This design comes from an exercise in tuning for small area on the open sky130 flow, not from production work. In this exercise RTL edits were held to simulation tests only and were not proved equivalent to the original. Power and IR drop assume default switching activity.

==> flow/design.v <==
module gg_scramble (
  input  wire [1:0]  sys,
  input  wire        long,
  input  wire        en,
  input  wire [23:0] a,
  input  wire [15:0] v,
  input  wire [7:0]  c,
  output wire [39:0] s
);
  wire [3:0] a0 = {v[7], v[2:0]};
  wire [3:0] a1 = {a[7], v[6:4]};
  wire [3:0] a2 = {long, a[6:4]};
  wire [3:0] a3 = {a[3], a[14:12]};
  wire [3:0] a4 = {a[11], a[2:0]};
  wire [3:0] a5 = {long ? c[3] : v[3], a[10:8]};
  wire [3:0] a6 = {c[7], c[2:0]};
  wire [3:0] a7 = {v[3], c[6:4]};
  wire [3:0] b0 = v[7:4];
  wire [3:0] b1 = v[3:0];
  wire [3:0] b2 = a[15:12];
  wire [3:0] b3 = a[7:4];
  wire [3:0] b4 = {a[9:8], a[23:22]};
  wire [3:0] b5 = {a[21:20], a[3:2]};
  wire [3:0] b6 = {a[1:0], a[19:18]};
  wire [3:0] b7 = {a[17:16], a[11:10]};
  wire [4:0] c0 = v[7:3];
  wire [4:0] c1 = {v[2:0], a[15:14]};
  wire [4:0] c2 = a[13:9];
  wire [4:0] c3 = {a[8], a[23:20]};
  wire [4:0] c4 = {a[19:16], v[12]};
  wire [4:0] c5 = {v[11:8], v[15]};
  wire [4:0] c6 = {v[14:13], a[7:5]};
  wire [4:0] c7 = a[4:0];
  wire [3:0] d0 = v[7:4];
  wire [3:0] d1 = v[3:0];
  wire [3:0] d2 = a[11:8];
  wire [3:0] d3 = a[7:4];
  wire [3:0] d4 = a[3:0];
  wire [3:0] d5 = ~a[15:12];
  wire [7:0] dx = c ^ 8'hBA;
  wire [7:0] dr = {dx[5:0], dx[7:6]};    
  wire [3:0] d6 = dr[7:4];
  wire [3:0] d7 = dr[7:4] ^ 4'h8;
  wire [3:0] d8 = dr[3:0];
  wire sa = en && sys == 2'd0;
  wire sb = en && sys == 2'd1;
  wire sc = en && sys == 2'd2;
  wire sd = en && sys == 2'd3;
  wire [39:0] s_a = {long, a7, 1'b0, a6, 1'b0, a5, 1'b0, a4, 1'b0, a3, 1'b0, a2, 1'b0, a1, 1'b0, a0};
  wire [39:0] s_b = {long, b7, 1'b0, b6, 1'b0, b5, 1'b0, b4, 1'b0, b3, 1'b0, b2, 1'b0, b1, 1'b0, b0};
  wire [39:0] s_c = {c7, c6, c5, c4, c3, c2, c1, c0};
  wire [39:0] s_d = {long, d7, 1'b0, d6, 1'b0, d5, 1'b0, d4, d8[3], d3, d8[2], d2, d8[1], d1, d8[0], d0};
  assign s = ({40{sa}} & s_a) | ({40{sb}} & s_b) | ({40{sc}} & s_c) | ({40{sd}} & s_d);
endmodule
module gg_unscramble (
  input  wire [1:0]  sys,
  input  wire        long,
  input  wire        en,
  input  wire [39:0] s,
  output wire [23:0] a,
  output wire [15:0] v,
  output wire [7:0]  c
);
  wire [3:0] n0 = s[3:0],   n1 = s[8:5],   n2 = s[13:10], n3 = s[18:15];
  wire [3:0] n4 = s[23:20], n5 = s[28:25], n6 = s[33:30], n7 = s[38:35];
  wire [4:0] N0 = s[4:0],   N1 = s[9:5],   N2 = s[14:10], N3 = s[19:15];
  wire [4:0] N4 = s[24:20], N5 = s[29:25], N6 = s[34:30], N7 = s[39:35];
  wire [3:0] n8 = {s[19], s[14], s[9], s[4]};
  wire [7:0] dr = {n8[1:0], n6, n8[3:2]} ^ 8'hBA;
  wire sa  = en && sys == 2'd0;
  wire sb  = en && sys == 2'd1;
  wire sc  = en && sys == 2'd2;
  wire sd  = en && sys == 2'd3;
  wire sa8 = sa && long;
  wire sa6 = sa && !long;
  wire sd9 = sd && long;
  wire [23:0] a_a = {9'd0, n3[2:0], n4[3], n5[2:0], n1[3], n2[2:0], n3[3], n4[2:0]};
  wire [23:0] a_b = {n4[1:0], n5[3:2], n6[1:0], n7[3:2], n2, n7[1:0], n4[3:2], n3, n5[1:0], n6[3:2]};
  wire [23:0] a_c = {N3[3:0], N4[4:1], N1[1:0], N2, N3[4], N6[2:0], N7};
  wire [23:0] a_d = {8'd0, ~n5, n2, n3, n4};
  wire [15:0] v_a = {8'd0, n0[3], n1[2:0], 1'b0, n0[2:0]};
  wire [15:0] v_bd = {8'd0, n0, n1};
  wire [15:0] v_c = {N5[0], N6[4:3], N4[0], N5[4:1], N0, N1[4:2]};
  wire [7:0]  c_a = {n6[3], n7[2:0], n5[3], n6[2:0]};
  assign a = ({24{sa}} & a_a) | ({24{sb}} & a_b) | ({24{sc}} & a_c) | ({24{sd}} & a_d);
  assign v = ({16{sa}} & v_a) | ({16{sb || sd}} & v_bd) | ({16{sc}} & v_c) |
             {12'd0, (sa8 && n7[3]) || (sa6 && n5[3]), 3'd0};
  assign c = ({8{sa8}} & c_a) | ({8{sd9}} & dr);
endmodule
module gg_char_decode (input wire [1:0] sys, input wire [7:0] ch, output wire [4:0] idx, output wire ok);
  wire new_n17, new_n18, new_n19, new_n20, new_n21, new_n22, new_n23, new_n24, new_n25, new_n26, new_n27, new_n28, new_n29, new_n30, new_n31, new_n32, new_n33, new_n34, new_n35, new_n36, new_n37, new_n38, new_n39, new_n40, new_n41, new_n42, new_n43, new_n44, new_n45, new_n46, new_n47, new_n48, new_n49, new_n50, new_n51, new_n52, new_n53, new_n54, new_n55, new_n56, new_n57, new_n58, new_n59, new_n60, new_n61, new_n62, new_n63, new_n64, new_n65, new_n66, new_n67, new_n68, new_n69, new_n70, new_n71, new_n72, new_n73, new_n74, new_n75, new_n76, new_n77, new_n78, new_n79, new_n80, new_n81, new_n82, new_n83, new_n84, new_n85, new_n86, new_n87, new_n88, new_n90, new_n91, new_n92, new_n93, new_n94, new_n95, new_n96, new_n97, new_n98, new_n99, new_n100, new_n101, new_n102, new_n103, new_n104, new_n105, new_n106, new_n107, new_n108, new_n109, new_n110, new_n111, new_n112, new_n113, new_n114, new_n116, new_n117, new_n118, new_n119, new_n120, new_n121, new_n122, new_n123, new_n124, new_n125, new_n126, new_n127, new_n128, new_n129, new_n130, new_n131, new_n132, new_n133, new_n135, new_n136, new_n137, new_n138, new_n139, new_n140, new_n141, new_n142, new_n143, new_n144, new_n145, new_n146, new_n147, new_n148, new_n150;
  assign new_n17 = ch[0] & ~ch[1];
  assign new_n18 = ~ch[2] & ~ch[4];
  assign new_n19 = ~ch[1] & new_n18;
  assign new_n20 = ~ch[3] & ~ch[4];
  assign new_n21 = ~new_n19 & ~new_n20;
  assign new_n22 = ~sys[0] & ~new_n21;
  assign new_n23 = ~ch[2] & ~ch[3];
  assign new_n24 = ch[4] & ~new_n23;
  assign new_n25 = ch[6] & ~new_n24;
  assign new_n26 = ~ch[1] & ~ch[2];
  assign new_n27 = ~sys[0] & ~new_n26;
  assign new_n28 = ~ch[3] & ~new_n27;
  assign new_n29 = ~ch[6] & ~new_n28;
  assign new_n30 = ~new_n25 & ~new_n29;
  assign new_n31 = ~new_n22 & ~new_n30;
  assign new_n32 = new_n17 & new_n31;
  assign new_n33 = ch[2] & ch[3];
  assign new_n34 = ch[4] & ~new_n33;
  assign new_n35 = ~new_n25 & ~new_n34;
  assign new_n36 = ~ch[7] & ~new_n35;
  assign new_n37 = ch[0] & ch[4];
  assign new_n38 = new_n23 & new_n37;
  assign new_n39 = ~new_n23 & ~new_n37;
  assign new_n40 = ch[1] & ~new_n39;
  assign new_n41 = ~new_n38 & new_n40;
  assign new_n42 = ~ch[0] & ~ch[4];
  assign new_n43 = ~new_n33 & new_n42;
  assign new_n44 = ~sys[0] & ch[6];
  assign new_n45 = ~sys[1] & new_n44;
  assign new_n46 = ~new_n43 & new_n45;
  assign new_n47 = ~new_n41 & new_n46;
  assign new_n48 = new_n36 & new_n47;
  assign new_n49 = ~new_n32 & new_n48;
  assign new_n50 = ~new_n23 & ~new_n33;
  assign new_n51 = ~new_n17 & new_n50;
  assign new_n52 = ~new_n20 & ~new_n51;
  assign new_n53 = new_n49 & new_n52;
  assign new_n54 = ch[1] & ~new_n18;
  assign new_n55 = ~new_n19 & ~new_n54;
  assign new_n56 = sys[0] & ch[2];
  assign new_n57 = ~ch[4] & new_n56;
  assign new_n58 = ~ch[3] & ~new_n57;
  assign new_n59 = ~new_n55 & ~new_n58;
  assign new_n60 = ~ch[0] & ch[1];
  assign new_n61 = new_n23 & ~new_n60;
  assign new_n62 = ~ch[0] & ch[2];
  assign new_n63 = ~new_n61 & ~new_n62;
  assign new_n64 = ~new_n59 & ~new_n63;
  assign new_n65 = ~ch[0] & ch[6];
  assign new_n66 = new_n59 & ~new_n65;
  assign new_n67 = new_n42 & new_n61;
  assign new_n68 = ~ch[3] & new_n17;
  assign new_n69 = new_n44 & ~new_n68;
  assign new_n70 = ch[5] & ~ch[6];
  assign new_n71 = ~new_n20 & ~new_n70;
  assign new_n72 = ~new_n69 & new_n71;
  assign new_n73 = ~new_n67 & ~new_n72;
  assign new_n74 = ~new_n66 & new_n73;
  assign new_n75 = new_n36 & new_n74;
  assign new_n76 = sys[0] & ~sys[1];
  assign new_n77 = new_n75 & new_n76;
  assign new_n78 = ~new_n64 & new_n77;
  assign new_n79 = sys[1] & new_n75;
  assign new_n80 = ch[1] & new_n24;
  assign new_n81 = ~new_n20 & ~new_n26;
  assign new_n82 = ~new_n80 & new_n81;
  assign new_n83 = ch[6] & ~new_n82;
  assign new_n84 = ~ch[0] & ~new_n83;
  assign new_n85 = ch[0] & new_n83;
  assign new_n86 = ~new_n84 & ~new_n85;
  assign new_n87 = new_n79 & new_n86;
  assign new_n88 = ~new_n78 & ~new_n87;
  assign idx[0] = new_n53 | ~new_n88;
  assign new_n90 = ch[0] & ~ch[3];
  assign new_n91 = ~new_n26 & new_n90;
  assign new_n92 = ~ch[0] & ch[3];
  assign new_n93 = ~new_n90 & ~new_n92;
  assign new_n94 = ~new_n62 & new_n93;
  assign new_n95 = ~ch[6] & ~new_n60;
  assign new_n96 = ~new_n94 & new_n95;
  assign new_n97 = ~new_n91 & ~new_n96;
  assign new_n98 = new_n77 & ~new_n97;
  assign new_n99 = ~new_n24 & ~new_n62;
  assign new_n100 = new_n49 & ~new_n99;
  assign new_n101 = ~sys[0] & ~ch[1];
  assign new_n102 = sys[0] & ch[1];
  assign new_n103 = ~new_n101 & ~new_n102;
  assign new_n104 = ch[0] & new_n20;
  assign new_n105 = ch[4] & ch[6];
  assign new_n106 = ~new_n92 & new_n105;
  assign new_n107 = ~new_n104 & ~new_n106;
  assign new_n108 = ~new_n103 & new_n107;
  assign new_n109 = ~new_n102 & ~new_n107;
  assign new_n110 = ~new_n62 & ~new_n101;
  assign new_n111 = new_n109 & new_n110;
  assign new_n112 = ~new_n108 & ~new_n111;
  assign new_n113 = new_n79 & ~new_n112;
  assign new_n114 = ~new_n100 & ~new_n113;
  assign idx[1] = new_n98 | ~new_n114;
  assign new_n116 = ~new_n101 & new_n107;
  assign new_n117 = ~new_n109 & ~new_n116;
  assign new_n118 = ch[2] & ~new_n117;
  assign new_n119 = ~ch[2] & new_n117;
  assign new_n120 = ~new_n118 & ~new_n119;
  assign new_n121 = new_n105 & ~new_n120;
  assign new_n122 = ~new_n105 & new_n120;
  assign new_n123 = new_n79 & ~new_n122;
  assign new_n124 = ~new_n121 & new_n123;
  assign new_n125 = ch[3] & ~new_n62;
  assign new_n126 = ch[1] & ~new_n125;
  assign new_n127 = new_n50 & new_n93;
  assign new_n128 = ~new_n126 & ~new_n127;
  assign new_n129 = new_n49 & ~new_n128;
  assign new_n130 = ~ch[4] & ~new_n17;
  assign new_n131 = ~new_n51 & ~new_n130;
  assign new_n132 = new_n77 & new_n131;
  assign new_n133 = ~new_n129 & ~new_n132;
  assign idx[2] = new_n124 | ~new_n133;
  assign new_n135 = new_n31 & new_n79;
  assign new_n136 = ~new_n49 & ~new_n77;
  assign new_n137 = ~sys[0] & new_n62;
  assign new_n138 = ~new_n65 & ~new_n90;
  assign new_n139 = ~new_n23 & ~new_n138;
  assign new_n140 = ~new_n137 & new_n139;
  assign new_n141 = ch[1] & ~new_n140;
  assign new_n142 = new_n26 & new_n92;
  assign new_n143 = ~sys[0] & ~ch[2];
  assign new_n144 = ch[6] & new_n17;
  assign new_n145 = ~new_n143 & new_n144;
  assign new_n146 = ~new_n142 & ~new_n145;
  assign new_n147 = ~new_n141 & new_n146;
  assign new_n148 = ~new_n136 & ~new_n147;
  assign idx[3] = new_n135 | new_n148;
  assign new_n150 = ~sys[0] & ~new_n25;
  assign idx[4] = new_n79 & new_n150;
  assign ok = new_n79 | ~new_n136;
endmodule
module gg_hex_decode (input wire [7:0] ch, output wire [3:0] idx, output wire ok);
  wire new_n14, new_n15, new_n16, new_n17, new_n18, new_n19, new_n20, new_n21, new_n22, new_n23, new_n24, new_n25, new_n26, new_n27, new_n29, new_n30, new_n32, new_n33, new_n34, new_n36, new_n38;
  assign new_n14 = ~ch[1] & ~ch[2];
  assign new_n15 = ~ch[6] & new_n14;
  assign new_n16 = ~ch[0] & new_n14;
  assign new_n17 = ~ch[3] & ~new_n16;
  assign new_n18 = ~new_n15 & ~new_n17;
  assign new_n19 = ch[0] & ch[6];
  assign new_n20 = ch[1] & new_n19;
  assign new_n21 = ch[2] & new_n20;
  assign new_n22 = ch[4] & ch[5];
  assign new_n23 = ~ch[6] & ~new_n22;
  assign new_n24 = ch[4] & ch[6];
  assign new_n25 = ~ch[7] & ~new_n24;
  assign new_n26 = ~new_n23 & new_n25;
  assign new_n27 = ~new_n21 & new_n26;
  assign ok = ~new_n18 & new_n27;
  assign new_n29 = ~ch[0] & ~ch[6];
  assign new_n30 = ~new_n19 & ~new_n29;
  assign idx[0] = ok & new_n30;
  assign new_n32 = ~ch[1] & ~new_n19;
  assign new_n33 = ~ch[3] & ~new_n20;
  assign new_n34 = ~new_n32 & new_n33;
  assign idx[1] = new_n26 & new_n34;
  assign new_n36 = ~ch[2] & ~new_n20;
  assign idx[2] = ok & ~new_n36;
  assign new_n38 = ~ch[3] & ~ch[6];
  assign idx[3] = ok & ~new_n38;
endmodule
module gg_char_encode (input wire [1:0] sys, input wire en, input wire [4:0] grp, output wire [6:0] ch);
  wire new_n16, new_n17, new_n18, new_n19, new_n20, new_n21, new_n22, new_n23, new_n24, new_n25, new_n26, new_n27, new_n28, new_n29, new_n30, new_n31, new_n32, new_n33, new_n34, new_n35, new_n36, new_n37, new_n38, new_n39, new_n40, new_n41, new_n42, new_n43, new_n44, new_n45, new_n46, new_n47, new_n48, new_n49, new_n50, new_n51, new_n52, new_n53, new_n54, new_n55, new_n56, new_n57, new_n58, new_n59, new_n60, new_n62, new_n63, new_n64, new_n65, new_n66, new_n67, new_n68, new_n69, new_n70, new_n71, new_n72, new_n73, new_n74, new_n75, new_n76, new_n77, new_n78, new_n79, new_n80, new_n81, new_n82, new_n83, new_n84, new_n85, new_n86, new_n87, new_n88, new_n89, new_n90, new_n91, new_n92, new_n93, new_n94, new_n95, new_n96, new_n98, new_n99, new_n100, new_n101, new_n102, new_n103, new_n104, new_n105, new_n106, new_n107, new_n108, new_n109, new_n110, new_n111, new_n112, new_n113, new_n114, new_n115, new_n116, new_n117, new_n119, new_n120, new_n121, new_n122, new_n123, new_n124, new_n125, new_n126, new_n127, new_n128, new_n129, new_n130, new_n131, new_n132, new_n133, new_n134, new_n135, new_n136, new_n137, new_n138, new_n139, new_n142;
  assign new_n16 = sys[0] & en;
  assign new_n17 = sys[1] & ~grp[1];
  assign new_n18 = grp[3] & ~new_n17;
  assign new_n19 = grp[0] & ~new_n18;
  assign new_n20 = ~sys[1] & grp[1];
  assign new_n21 = grp[2] & new_n20;
  assign new_n22 = ~grp[1] & ~grp[2];
  assign new_n23 = ~grp[0] & grp[3];
  assign new_n24 = ~new_n22 & new_n23;
  assign new_n25 = ~new_n21 & ~new_n24;
  assign new_n26 = ~new_n19 & new_n25;
  assign new_n27 = new_n16 & ~new_n26;
  assign new_n28 = ~sys[0] & en;
  assign new_n29 = grp[2] & grp[3];
  assign new_n30 = new_n20 & new_n29;
  assign new_n31 = grp[0] & ~new_n30;
  assign new_n32 = grp[1] & grp[2];
  assign new_n33 = ~new_n22 & ~new_n32;
  assign new_n34 = sys[1] & grp[4];
  assign new_n35 = ~new_n33 & new_n34;
  assign new_n36 = sys[1] & grp[3];
  assign new_n37 = ~new_n20 & ~new_n36;
  assign new_n38 = ~new_n35 & new_n37;
  assign new_n39 = ~new_n31 & ~new_n38;
  assign new_n40 = new_n28 & ~new_n39;
  assign new_n41 = ~new_n27 & ~new_n40;
  assign new_n42 = new_n23 & new_n33;
  assign new_n43 = grp[2] & ~grp[3];
  assign new_n44 = ~new_n23 & ~new_n43;
  assign new_n45 = ~new_n33 & new_n44;
  assign new_n46 = ~new_n42 & ~new_n45;
  assign new_n47 = ~sys[1] & ~new_n46;
  assign new_n48 = ~new_n22 & new_n36;
  assign new_n49 = sys[0] & ~new_n48;
  assign new_n50 = ~sys[0] & grp[3];
  assign new_n51 = ~grp[3] & new_n32;
  assign new_n52 = ~new_n50 & ~new_n51;
  assign new_n53 = new_n34 & ~new_n52;
  assign new_n54 = ~new_n49 & ~new_n53;
  assign new_n55 = ~new_n47 & ~new_n54;
  assign new_n56 = ~grp[2] & grp[3];
  assign new_n57 = ~sys[1] & grp[2];
  assign new_n58 = ~new_n56 & ~new_n57;
  assign new_n59 = new_n19 & new_n58;
  assign new_n60 = ~new_n55 & new_n59;
  assign ch[0] = ~new_n41 & ~new_n60;
  assign new_n62 = ~grp[1] & new_n58;
  assign new_n63 = new_n26 & new_n62;
  assign new_n64 = grp[0] & new_n29;
  assign new_n65 = ~grp[1] & ~grp[4];
  assign new_n66 = new_n64 & new_n65;
  assign new_n67 = new_n28 & ~new_n66;
  assign new_n68 = grp[1] & ~new_n29;
  assign new_n69 = ~new_n58 & new_n68;
  assign new_n70 = ~sys[1] & ~grp[2];
  assign new_n71 = new_n23 & new_n70;
  assign new_n72 = new_n32 & new_n34;
  assign new_n73 = grp[0] & ~grp[3];
  assign new_n74 = ~new_n17 & new_n73;
  assign new_n75 = ~new_n72 & ~new_n74;
  assign new_n76 = ~new_n71 & new_n75;
  assign new_n77 = ~new_n69 & new_n76;
  assign new_n78 = new_n67 & new_n77;
  assign new_n79 = ~new_n63 & new_n78;
  assign new_n80 = ~new_n33 & new_n36;
  assign new_n81 = ~sys[1] & ~grp[1];
  assign new_n82 = new_n29 & new_n81;
  assign new_n83 = ~new_n80 & ~new_n82;
  assign new_n84 = sys[1] & ~grp[2];
  assign new_n85 = new_n24 & ~new_n84;
  assign new_n86 = new_n83 & new_n85;
  assign new_n87 = grp[3] & new_n81;
  assign new_n88 = ~new_n24 & new_n87;
  assign new_n89 = sys[1] & grp[1];
  assign new_n90 = ~new_n23 & new_n89;
  assign new_n91 = new_n70 & new_n73;
  assign new_n92 = ~new_n90 & ~new_n91;
  assign new_n93 = ~new_n88 & new_n92;
  assign new_n94 = ~new_n86 & new_n93;
  assign new_n95 = en & ~new_n67;
  assign new_n96 = ~new_n94 & new_n95;
  assign ch[1] = new_n79 | new_n96;
  assign new_n98 = ~new_n42 & ~new_n56;
  assign new_n99 = ~grp[0] & ~grp[2];
  assign new_n100 = ~new_n98 & ~new_n99;
  assign new_n101 = grp[0] & grp[1];
  assign new_n102 = new_n57 & ~new_n101;
  assign new_n103 = new_n16 & ~new_n84;
  assign new_n104 = ~new_n102 & new_n103;
  assign new_n105 = ~new_n100 & new_n104;
  assign new_n106 = ~new_n67 & ~new_n105;
  assign new_n107 = grp[3] & ~new_n20;
  assign new_n108 = ~grp[2] & ~new_n34;
  assign new_n109 = ~new_n107 & new_n108;
  assign new_n110 = new_n101 & new_n109;
  assign new_n111 = new_n34 & new_n43;
  assign new_n112 = ~new_n74 & ~new_n111;
  assign new_n113 = ~new_n109 & new_n112;
  assign new_n114 = ~new_n110 & ~new_n113;
  assign new_n115 = new_n83 & ~new_n114;
  assign new_n116 = ~new_n106 & new_n115;
  assign new_n117 = new_n98 & new_n105;
  assign ch[2] = new_n116 | new_n117;
  assign new_n119 = new_n47 & new_n73;
  assign new_n120 = new_n98 & new_n107;
  assign new_n121 = new_n20 & ~new_n64;
  assign new_n122 = ~new_n91 & new_n121;
  assign new_n123 = ~new_n34 & ~new_n122;
  assign new_n124 = ~new_n120 & new_n123;
  assign new_n125 = ~new_n119 & new_n124;
  assign new_n126 = grp[2] & new_n125;
  assign new_n127 = ~grp[4] & new_n84;
  assign new_n128 = ~sys[0] & ~new_n72;
  assign new_n129 = ~new_n127 & new_n128;
  assign new_n130 = ~new_n47 & new_n129;
  assign new_n131 = grp[3] & ~new_n130;
  assign new_n132 = ~grp[3] & new_n130;
  assign new_n133 = ~new_n131 & ~new_n132;
  assign new_n134 = ~new_n126 & new_n133;
  assign new_n135 = ~new_n105 & ~new_n113;
  assign new_n136 = new_n22 & new_n36;
  assign new_n137 = ~new_n50 & ~new_n136;
  assign new_n138 = ~new_n135 & new_n137;
  assign new_n139 = en & ~new_n138;
  assign ch[3] = ~new_n134 & new_n139;
  assign ch[5] = en & new_n55;
  assign new_n142 = new_n28 & ~new_n125;
  assign ch[4] = ch[5] | new_n142;
  assign ch[6] = en & ~new_n55;
endmodule
module gg_hex_encode (input wire en, input wire [3:0] grp, output wire [6:0] ch);
  wire new_n13, new_n14, new_n16, new_n18, new_n20, new_n21, new_n22, new_n23, new_n24, new_n26;
  assign new_n13 = ~grp[1] & ~grp[2];
  assign new_n14 = en & grp[3];
  assign ch[6] = ~new_n13 & new_n14;
  assign new_n16 = ~grp[0] & ~ch[6];
  assign ch[4] = en & ~ch[6];
  assign new_n18 = grp[0] & ~ch[4];
  assign ch[0] = ~new_n16 & ~new_n18;
  assign new_n20 = ~grp[0] & grp[3];
  assign new_n21 = grp[1] & ~new_n20;
  assign new_n22 = ~grp[1] & new_n20;
  assign new_n23 = grp[2] & new_n22;
  assign new_n24 = ~new_n21 & ~new_n23;
  assign ch[1] = en & ~new_n24;
  assign new_n26 = en & grp[2];
  assign ch[2] = ~new_n22 & new_n26;
  assign ch[3] = new_n13 & new_n14;
  assign ch[5] = ch[4];
endmodule
module ggcodec (
  input  wire        clk,
  input  wire        rst,         
  input  wire        start,       
  input  wire [3:0]  cmd,         
  input  wire [71:0] code_in,     
  input  wire [3:0]  len_in,
  input  wire [31:0] addr_in,
  input  wire [31:0] val_in,
  input  wire [31:0] cmp_in,
  input  wire        cmpp_in,
  output reg  [1:0]  status,
  output wire [23:0] r_addr,
  output wire [15:0] r_val,
  output wire [7:0]  r_cmp,
  output wire        r_hascmp,
  output wire [71:0] r_code,      
  output wire [3:0]  r_len
);
  localparam [1:0] SYS_A = 2'd0, SYS_B = 2'd1, SYS_C = 2'd2, SYS_D = 2'd3;
  wire [1:0] op  = cmd[3:2];
  wire [1:0] sys = cmd[1:0];
  wire text_in   = ~op[0];           
  wire [4:0] grp [0:8];
  wire [8:0] ch_ok;
  genvar i;
  generate
    for (i = 0; i < 8; i = i + 1) begin : g_cdec
      gg_char_decode u_cdec (
        .sys (sys),
        .ch  (code_in[8*i +: 8]),
        .idx (grp[i]),
        .ok  (ch_ok[i])
      );
    end
  endgenerate
  wire [3:0] grp8;
  gg_hex_decode u_cdec8 (.ch (code_in[71:64]), .idx (grp8), .ok (ch_ok[8]));
  assign grp[8] = {1'b0, grp8};
  reg len_ok, txt_long;
  always @* begin
    len_ok   = 1'b0;
    txt_long = 1'b0;
    case (sys)
      SYS_A: begin
        if (len_in == 4'd6) len_ok = 1'b1;
        if (len_in == 4'd8) begin len_ok = 1'b1; txt_long = 1'b1; end
      end
      SYS_B, SYS_C: begin
        if (len_in == 4'd8) len_ok = 1'b1;
      end
      default: begin
        if (len_in == 4'd6) len_ok = 1'b1;
        if (len_in == 4'd9) begin len_ok = 1'b1; txt_long = 1'b1; end
      end
    endcase
  end
  wire chars_ok = (&ch_ok[5:0]) && (len_in[2:0] == 3'd6 || (ch_ok[6] && ch_ok[7])) &&
                  (len_in != 4'd9 || ch_ok[8]);
  wire text_ok  = len_ok && chars_ok;
  reg tag_ok;
  always @* begin
    case (sys)
      SYS_A:   tag_ok = (grp[2][3] == txt_long);
      SYS_D:   tag_ok = !txt_long || (grp[7][3:0] == (grp[6][3:0] ^ 4'h8));
      default: tag_ok = 1'b1;
    endcase
  end
  wire [39:0] s_txt;
  generate
    for (i = 0; i < 8; i = i + 1) begin : g_tslot
      if (i < 4) begin : g_lo
        assign s_txt[5*i +: 5] = {sys[0] ? grp[8][i] : grp[i][4], grp[i][3:0]};
      end else if (i < 7) begin : g_hi
        assign s_txt[5*i +: 5] = grp[i];
      end else begin : g_7
        assign s_txt[5*i +: 5] = {(sys == SYS_C) ? grp[i][4] : txt_long, grp[i][3:0]};
      end
    end
  endgenerate
  wire a_hi0 = (addr_in[31:24] == 8'd0);
  wire v_hi0 = (val_in[31:16] == 16'd0);
  wire v_b0  = (val_in[15:8] == 8'd0);
  wire c_ok  = !cmpp_in || (cmp_in[31:8] == 24'd0);
  reg raw_ok;
  always @* begin
    case (sys)
      SYS_A:   raw_ok = a_hi0 && addr_in[23:15] == 9'd0 && v_hi0 && v_b0 && c_ok;
      SYS_B:   raw_ok = !cmpp_in && a_hi0 && v_hi0 && v_b0;
      SYS_C:   raw_ok = !cmpp_in && a_hi0 && v_hi0;
      default: raw_ok = a_hi0 && addr_in[23:16] == 8'd0 && v_hi0 && v_b0 && c_ok;
    endcase
  end
  wire [39:0] s_raw;
  gg_scramble u_scr (
    .sys (sys), .long (cmpp_in), .en (!text_in),
    .a (addr_in[23:0]), .v (val_in[15:0]), .c (cmp_in[7:0]),
    .s (s_raw)
  );
  wire valid = text_in ? (text_ok && (op[1] ? tag_ok : 1'b1)) : raw_ok;
  reg [39:0] s_q;
  reg [1:0]  sys_q;
  reg        text_q;        
  always @(posedge clk) begin
    if (rst)
      status <= 2'd0;
    else if (start)
      status <= {~valid, valid | text_in};
  end
  always @(posedge clk) begin
    if (start) begin
      s_q    <= ({40{text_in}} & s_txt) | s_raw;
      sys_q  <= sys;
      text_q <= ~(op[1] ^ op[0]);
    end
  end
  wire long_q = (sys_q != SYS_C) && s_q[39];
  wire ok     = status == 2'd1;
  wire txt_en = ok && text_q;
  wire raw_en = ok && !text_q;
  wire [23:0] u_a;
  wire [15:0] u_v;
  wire [7:0]  u_c;
  gg_unscramble u_uns (.sys (sys_q), .long (long_q), .en (raw_en), .s (s_q), .a (u_a), .v (u_v), .c (u_c));
  assign r_addr   = u_a;
  assign r_val    = u_v;
  assign r_cmp    = u_c;
  assign r_hascmp = ok && long_q;
  reg [3:0] t_len;
  always @* begin
    case (sys_q)
      SYS_A:   t_len = long_q ? 4'd8 : 4'd6;
      SYS_B:   t_len = 4'd8;
      SYS_C:   t_len = 4'd8;
      default: t_len = long_q ? 4'd9 : 4'd6;
    endcase
  end
  assign r_len = txt_en ? t_len : 4'd0;
  wire en8 = txt_en && (t_len != 4'd6);
  wire en9 = txt_en && (t_len == 4'd9);
  generate
    for (i = 0; i < 8; i = i + 1) begin : g_cenc
      wire [6:0] ch;
      wire en = (i < 6) ? txt_en : en8;
      gg_char_encode u_cenc (.sys (sys_q), .en (en), .grp (s_q[5*i +: 5]), .ch (ch));
      assign r_code[8*i +: 8] = en ? {1'b0, ch} : 8'd0;
    end
  endgenerate
  wire [6:0] ch8;
  gg_hex_encode u_cenc8 (.en (en9), .grp ({s_q[19], s_q[14], s_q[9], s_q[4]}), .ch (ch8));
  assign r_code[71:64] = en9 ? {1'b0, ch8} : 8'd0;
endmodule
==> flow/flow/run.sh <==
#!/bin/bash
# Own layout flow: the standard layout, except that synthesis maps the
# logic with an area-only ABC script (flow/synth.tcl, flow/area.abc) and
# the port buffers are the smallest buffer. Each step's full output goes
# to a log file of its own in the work folder.
set -euo pipefail
W=$(pwd)
export AREA_ABC_SCRIPT=$W/flow/area.abc
# The synthesis script must be synth_recipe.tcl's, with only abc changed.
diff <(tail -n +2 synth_recipe.tcl) <(grep -v '^#' flow/synth.tcl | sed -n '/^source/,$p') > diff_synth.log 2>&1 || true
bash standard.sh SYNTH_SCRIPT=$W/flow/synth.tcl ADDER_MAP_FILE= synth > synth.log 2>&1
bash standard.sh SYNTH_SCRIPT=$W/flow/synth.tcl ADDER_MAP_FILE= \
  "BUFFER_PORTS_ARGS=-buffer_cell sky130_fd_sc_hd__buf_1" finish > layout.log 2>&1
==> flow/flow/area.abc <==
strash
dch -f
amap -F 16 -A 64 -C 4000
strash
dch -f
amap -F 16 -A 64 -C 4000
topo
==> flow/flow/synth.tcl <==
# synth_recipe.tcl with an area-only ABC mapping: every abc call of ORFS's
# synthesis script gets flow/area.abc as its script (no buffering or
# sizing for delay; the placer repairs slew and capacitance).
proc synth {args} { yosys synth -nofsm -noshare {*}$args }
proc abc {args} {
  set i [lsearch -exact $args -script]
  if { $i >= 0 } { lset args [expr {$i + 1}] $::env(AREA_ABC_SCRIPT) }
  set j [lsearch -exact $args -D]
  if { $j >= 0 } { set args [lreplace $args $j [expr {$j + 1}]] }
  set k [lsearch -exact $args -constr]
  if { $k >= 0 } { set args [lreplace $args $k [expr {$k + 1}]] }
  yosys abc {*}$args
}
source $::env(SCRIPTS_DIR)/synth.tcl
# left out here: clear keep_hierarchy, flatten, clean up, hide names made inside functions, write 1_2_yosys.v
==> flow/standard.sh <==
#!/bin/bash
# synth_recipe.tcl (not shown) runs the flow's synth.tcl, then flattens the netlist and writes it again
# the make line also repeats each setting of config.mk as NAME=value (left out here)
make -C /OpenROAD-flow-scripts/flow DESIGN_CONFIG=/design/flow/config.mk WORK_HOME=/design/flow/orfs CLKGATE_MAP_FILE= SYNTH_SCRIPT=/design/flow/synth_recipe.tcl "${@:-finish}"
==> flow/config.mk <==
export PLATFORM = sky130hd
export DESIGN_NAME = ggcodec
export DESIGN_NICKNAME = ggcodec
export VERILOG_FILES = /design/flow/design.v
export SDC_FILE = /design/flow/constraint.sdc
export NUM_CORES = 4
export LEC_CHECK = 0
export CAP_MARGIN = 20
export CORE_MARGIN = 2
export CORE_UTILIZATION = 35
export CTS_BUF_LIST = sky130_fd_sc_hd__clkbuf_8
export SLEW_MARGIN = 20
==> flow/constraint.sdc <==
create_clock -name core_clock -period 8.0 [get_ports {clk}]
set_input_delay 1.6000 -clock core_clock [delete_from_list [all_inputs] [get_ports {clk}]]
set_output_delay 1.6000 -clock core_clock [all_outputs]
set_load 0.01 [all_outputs]
==> results.tsv, run 1 <==
metric	value	unit
die_x	174	um
drv_slew	0	
critPathKind	reg2out	
h-tree-depth	2	
crit_family	buffers and inverters	
cts_buffer_depth	2	
layout_commonest_cell	nor2_1	
ys_top_cells_by_area	edfxtp_1 (13%), nor2_1 (11%), o21ai_0 (10%), clkinv_1 (9.2%), a222oi_1 (7.4%)	
wl	52.6	mm
required	6.40	ns
path_common_cell	clkinv_1	
p_seq_frac	0.284	
grt_first_pass_wirelength	79.7	mm
finalCritPeriodShare	0.713	
cts_resized	0	
drtAntennaViolNets	0	
area_growth	18.0	%
status	finished clean	
yosys_warnings	1	
fin_crit	5.70	ns
antenna_found_initial	5	
p_int	609	uW
die_area	0.0301	mm^2
grt_max_degree	46	
cts_root_buf	clkbuf_8	
multi_input_area	0.00775	mm^2
syn_area	0.0101	mm^2
critPathBufInv	6	
grtUsageTotal	0.328	
critPathCaptureType	output port	
drtIter0Drc	3418	
cp_slowest_cell	clkinv_1	
first_pass_iters	12	
gp_congestion	1.04	
grt_pass1_vias	13900	
final_cell_mix	nor2_1 (304), buf_1 (295), clkinv_1 (246), o21ai_0 (205), a21oi_1 (113)	
cts_made_buffers	5	
hold_class	reg2reg	
critPathMaxFanout	33	
pwr-share-clk	0.130	
synth-seq-cells	45	
dpl.hpwl	41.6	mm
clk_latency	0.29	ns
synth_top_area_frac	0.128	
drcViolationCount	0	
fin_util	0.417	
leakagePower	0.00340	uW
nets	2141	
post_cts_buffers	0	
clk_pin_slew	0.08	ns
via_count	15900	
hold_viol_final	0	
power.switching	658	uW
rows	62	
crit_arrival	4.10	ns
rsz0062_at_grt	no	
finClkSkew	0	ns
nFillCells	3177	
grt_overflow	0	
setup_viol	0	
synthFlopType	edfxtp_1	
cts_tree	done	
initial_utilization	0.353	
via_per_inst	6.79	
irDropWorstVdd	0.0000598	V
wire_per_inst	22.4	um
regArea	0.00133	mm^2
ys_types	48	
drive_gt1_frac	0.0143	
fmax	175	MHz
syn_inst	1641	
yosysSeqAreaShare	0.132	
relSlewSlack	0.310	
async_flop_share	0	
p_sw_frac	0.519	
power_density	107	mW/mm^2
pin_count	307	
core	0.0285	mm^2
path_cells	buf_4 -> clkinv_1 -> nor2_1 -> clkinv_1 -> o21ai_0 -> o21ai_0 -> buf_4 -> nor2_1 -> o211ai_1 -> o32ai_1 -> clkinv_1 -> a222oi_1 -> nor3_1 -> buf_1	
die_height	174	um
ctsHoldBuffers	0	
maxCapViolCount	0	
cpPeakStageDelay	0.55	ns
synth_top_cell_by_area	edfxtp_1	
portBuffers	297	
crit_path_start_kind	flip-flop	
worst_pin_slew	1.02	ns
synth_edf_count	43	
synth_area_per_cell	6.13	um^2
power_frac_comb	0.586	
setup_tns	0	ns
cts.sinks	45	
[synthesized netlist by cell type (23+ instances only)]
master,count
nand3_1,25
a31oi_1,66
a222oi_1,74
clkinv_1,246
o32ai_1,34
o22ai_1,87
nor4_1,23
nor2_1,304
o21a_1,23
o311ai_0,24
nand2_1,88
a21oi_1,113
o21ai_0,205
nor3_1,64
o221ai_1,26
edfxtp_1,43
[layout make-up]
cell class,count,share of cell area
inverters,246,0.0778
multi-input cells,1347,0.653
repair buffers,316,0.106
clock inverters,3,0.00359
flip-flops and latches,45,0.112
diodes,3,0.000633
clock buffers,5,0.00580
well taps,384,0.0405
[final timing paths]
check,start,depth (start not counted),endpoint,slack (ns)
min reg2reg,status[0],2,status[0],0.61
max reg2reg,status[1],2,status[1],7.13
min,status[0],2,status[0],0.61
max,sys_q[1],14,r_code[59],2.30
[power by group through the flow]
| stage | registers, uW | clock network, uW | logic, uW |
|---|---|---|---|
| 2_1_floorplan | 335 | 0 | 456 |
| 3_3_place_gp | 361 | 0 | 722 |
| 3_5_place_dp | 360 | 0 | 709 |
| 4_1_cts | 354 | 168 | 713 |
| 5_1_grt | 362 | 176 | 804 |
| 6_report | 360 | 164 | 743 |
[cell families (layout without fill, tap and decap cells)]
kind of cell	count (synthesis)	in the layout	synth area share
and+or+nand+nor	538	538	0.227
AOI/OAI and AO/OA	800	800	0.541
buffers and inverters	257	570	0.100
other	1	12	0.000373
DFF	45	45	0.132
[worst reg2reg max path, cell delays in order (launching register included)]
cell and delay, ns:
dfxtp_1 0.50, nor2_1 0.09, a311oi_1 0.20
[state kept, by name, summed over array words and instances, names as in the netlist]
| name | cells |
|---|---|
| status | 2 |
| sys_q | 2 |
| text_q | 1 |
| s_q | 40 |
[layer usage]
layer | up-vias | routed length (um) | GRT usage
met5 | - | 24 | 0
met4 | 4 | 2000 | 0.120
met3 | 172 | 6740 | 0.0605
met2 | 1401 | 23200 | 0.526
met1 | 7205 | 20600 | 0.439
li1 | 7164 | - | -
[through the flow]
step | power, uW | area (um^2) | setup WS, ns | hold WS (ns) | instances
floorplan | 791 | 10100 | 1.39 | 0.539 | 1649
global placement | 1080 | 11700 | 2.90 | 0.586 | 2338
detailed placement | 1070 | 11700 | 2.83 | 0.611 | 2338
CTS | 1240 | 11900 | 2.49 | 0.620 | 2346
global route | 1340 | 11900 | 1.99 | 0.644 | 2348
finish | 1270 | 11900 | 2.30 | 0.609 | 2349
==> inputs of run 2 (changes only) <==
--- a/flow/flow/run.sh
+++ b/flow/flow/run.sh
@@ -1,6 +1,6 @@
 #!/bin/bash
 # Own layout flow: the standard layout, except that synthesis maps the
-# logic with an area-only ABC script (flow/synth.tcl, flow/area.abc) and
+# logic with an area-oriented ABC script (flow/synth.tcl, flow/area.abc) and
 # the port buffers are the smallest buffer. Each step's full output goes
 # to a log file of its own in the work folder.
 set -euo pipefail
==> flow/flow/area.abc (replaced) <==
strash
dch -f
amap -F 16 -A 64 -C 4000
mfs -a
mfs2
strash
dch -f
amap -F 16 -A 64 -C 4000
mfs -a
mfs2
strash
dch -f
amap -F 16 -A 64 -C 4000
topo
--- a/flow/config.mk
+++ b/flow/config.mk
@@ -7,6 +7,6 @@
 export LEC_CHECK = 0
 export CAP_MARGIN = 20
 export CORE_MARGIN = 2
-export CORE_UTILIZATION = 35
+export CORE_UTILIZATION = 30
 export CTS_BUF_LIST = sky130_fd_sc_hd__clkbuf_8
 export SLEW_MARGIN = 20
==> run 2 against run 1 <==
  * First-iteration DRC count fell by 21%
  * Combinational power fell by 3%
  * Highest routed layer unchanged
  * Setup slack better by 0.23 ns
  * Count of clock-buffer cells in the layout did not move
  * Fmax rose by 4.3%
  * Critical path depth down 2
  * Sequential share of layout area hardly changed
  * Sequential power is 1% lower
  * Clock power rose by 2%
  * Area after synthesis decreased by 0.83%
  * Register-to-register slack gained 0.08 ns
  * Power is 1.6% lower
==> results.tsv, run 2 <==
metric	value	unit
status	finished clean	
fin_crit	5.47	ns
syn_inst	1655	
cts_tree	done	
rows	66	
reg2reg_from	status[0]	
yosysMostFrequentCell	nor2_1	
critPathBufInv	5	
synth_top_area_frac	0.129	
crit_family	buffers and inverters	
yosys_warnings	1	
yosysSeqAreaShare	0.133	
top_regs	s_q: 40 flops, status: 2 flops, sys_q: 2 flops	
drcViolationCount	0	
synth-seq-cells	45	
crit_cells	12	
ys_top_cells_by_area	edfxtp_1 (13%), nor2_1 (13%), o21ai_0 (12%), clkinv_1 (8.8%), a222oi_1 (7.2%)	
die_area	0.0347	mm^2
worst_pin_slew	1.03	ns
p_seq_frac	0.285	
relSlewSlack	0.292	
wire_per_inst	21.4	um
wl	51.6	mm
ctsHoldBuffers	0	
hold_viol_final	0	
cts_made_buffers	5	
grt_pass1_vias	14000	
cpPeakStageDelay	0.69	ns
setup_viol	0	
crit_arrival	3.87	ns
first_pass_iters	10	
core	0.0326	mm^2
finClkSkew	0	ns
p_sw_frac	0.516	
required	6.40	ns
via_count	15800	
post_cts_buffers	0	
cts_root_buf	clkbuf_8	
whs	0.601	ns
path_cells	clkinv_1 -> nor2_1 -> clkinv_1 -> o21ai_0 -> o21ai_0 -> buf_4 -> nor2_1 -> clkinv_1 -> a31oi_1 -> nor2_1 -> a221oi_1 -> buf_1	
crit_end	r_code[57]	
area_growth	18.7	%
async_flop_share	0	
gp_congestion	1.06	
leakagePower	0.00349	uW
crit_path_start_kind	flip-flop	
syn_area	0.00997	mm^2
finalCritPeriodShare	0.684	
initial_utilization	0.306	
reg2reg_to	status[0]	
irDropWorstVdd	0.0000817	V
top_register	s_q	
pre_cts_ws	2.49	ns
ys_top_cells_by_count	nor2_1 (340), o21ai_0 (236), clkinv_1 (235), nand2_1 (108), a21oi_1 (93)	
ys_types	52	
hold_class	reg2reg	
rsz0062_at_grt	no	
nets	2153	
grt_first_pass_wirelength	78.4	mm
cts_resized	0	
largest_reg_flops	40	
drtAntennaViolNets	0	
drv_slew	0	
power.switching	643	uW
die_x	186	um
synthFlopType	edfxtp_1	
critPathCaptureType	output port	
final_cell_mix	nor2_1 (340), buf_1 (295), o21ai_0 (236), clkinv_1 (235), nand2_1 (108)	
finalPower	1250	uW
grt_overflow	0	
clk_latency	0.29	ns
drive_gt1_frac	0.0137	
reg2reg_depth	4	
antenna_found_initial	8	
crit_path_start	sys_q[1]	
pin_count	307	
synth_edf_count	43	
layout_commonest_cell	nor2_1	
synth_top_cell_by_area	edfxtp_1	
fmax	183	MHz
die_height	186	um
grtUsageTotal	0.275	
h-tree-depth	2	
clk_pin_slew	0.08	ns
critPathMaxFanout	30	
portBuffers	297	
via_per_inst	6.53	
dpl.hpwl	40.7	mm
cts.sinks	45	
reg2reg_slack	7.21	ns
p_int	604	uW
cp_slowest_cell	clkinv_1	
synth_area_per_cell	6.03	um^2
fin_ws	2.53	ns
cts_buffer_depth	2	
power_frac_comb	0.580	
power_density	105	mW/mm^2
maxCapViolCount	0	
drtIter0Drc	2711	
pwr-share-clk	0.135	
setup_tns	0	ns
grt_max_degree	59	
critPathKind	reg2out	
run 2: changes by cell type after synthesis, sizes merged, moves of 11 or more:
cell,change
nor2,+36
nand2,+20
a31oi,-12
o22ai,-17
clkinv,-11
a21oi,-20
o21ai,+31
run 2: area by class of cell:
| cell class | instances | area [um^2] |
|---|---|---|
| Antenna cell | 3 | 7.51 |
| Clock buffer | 5 | 68.8 |
| Clock inverter | 3 | 46.3 |
| Fill cell | 3641 | 20800 |
| Inverter | 235 | 882 |
| Multi-Input combinational cell | 1372 | 7710 |
| Sequential cell | 45 | 1330 |
| Tap cell | 442 | 553 |
| Timing Repair Buffer | 314 | 1240 |
run 2: worst min path at each step:
stage                     slack, ns   endpoint  depth (start not counted)  startpoint
after floorplan                0.54  status[1]                          2   status[1]
after CTS                      0.59  status[1]                          2   status[1]
after global routing           0.64  status[1]                          2   status[1]
after global placement         0.59  status[1]                          2   status[1]
final                          0.60  status[1]                          2   status[1]
after detailed placement       0.58  status[1]                          2   status[1]
run 2: logic make-up after synthesis:
| logic type | Yosys count | synth area share |
|---|---|---|
| compound gates | 764 | 0.516 |
| xor+xnor | 2 | 0.00176 |
| buf+inv | 246 | 0.0967 |
| flops | 45 | 0.133 |
| other cells | 1 | 0.000376 |
| simple gates | 597 | 0.251 |
run 2: per-layer routing:
| layer | vias up | GRT usage | wire, um | share of wire |
|---|---|---|---|---|
| met1 | 7077 | 0.366 | 20000 | 0.39 |
| met2 | 1382 | 0.429 | 22000 | 0.43 |
| met3 | 206 | 0.0718 | 7370 | 0.14 |
| met4 | 10 | 0.100 | 2200 | 0.043 |
| li1 | 7130 | - | - | - |
| met5 | - | 0 | 60 | 0.0012 |
run 2: metrics by stage:
stage / cells / area, um^2 / utilization
after floorplan: 1663 / 10000 / -
after global placement: 2408 / 11700 / 0.359
after detailed placement: 2408 / 11700 / 0.359
after CTS: 2416 / 11800 / 0.363
after global routing: 2416 / 11800 / 0.363
final: 2419 / 11800 / 0.363
run 2: tightest hold or removal path: stages (launching register included):
cell     delay [ns]
dfxtp_1        0.38
nor2_1         0.13
nor3b_1        0.05
run 2: power by group through the flow:
stage               clock network (uW)  registers (uW)  logic [uW]
CTS                                174             350         692
floorplan                            0             332         445
detailed placement                   0             355         689
global placement                     0             356         696
finish                             168             355         723
global route                       181             357         783

## static timing again, ports no longer ideal
How much do the figures lean on ideal ports? The routed layouts below were timed once more, with nothing changed but the port constraints. Step 1 sets driving cells, clkbuf_16 on the clock port and buf_2 on the other inputs (assumed; they add their load-dependent delay and slew). Step 2 adds t to the input delays and takes it off the output delays; t is the mean of the earliest and latest rising clock arrival at the registers after step 1. Input paths then give back, and output paths get back, about the clock's delay inside the block. Three values: ideal, step 1, step 2; two values: the first two.
run | t, ns | setup WS [ns] | worst slew at a driven data input, ns | pins driven straight from the clock port
run 1 | 0.326 | 2.296 / 2.260 / 2.585 | 0.09 | 1
run 2 | 0.326 | 2.529 / 2.492 / 2.331 | 0.09 | 1
After both steps every run listed still meets setup and hold. The setup slack of run 2, which loses most, moves by -0.037 ns with the drivers and by -0.198 ns with both steps.
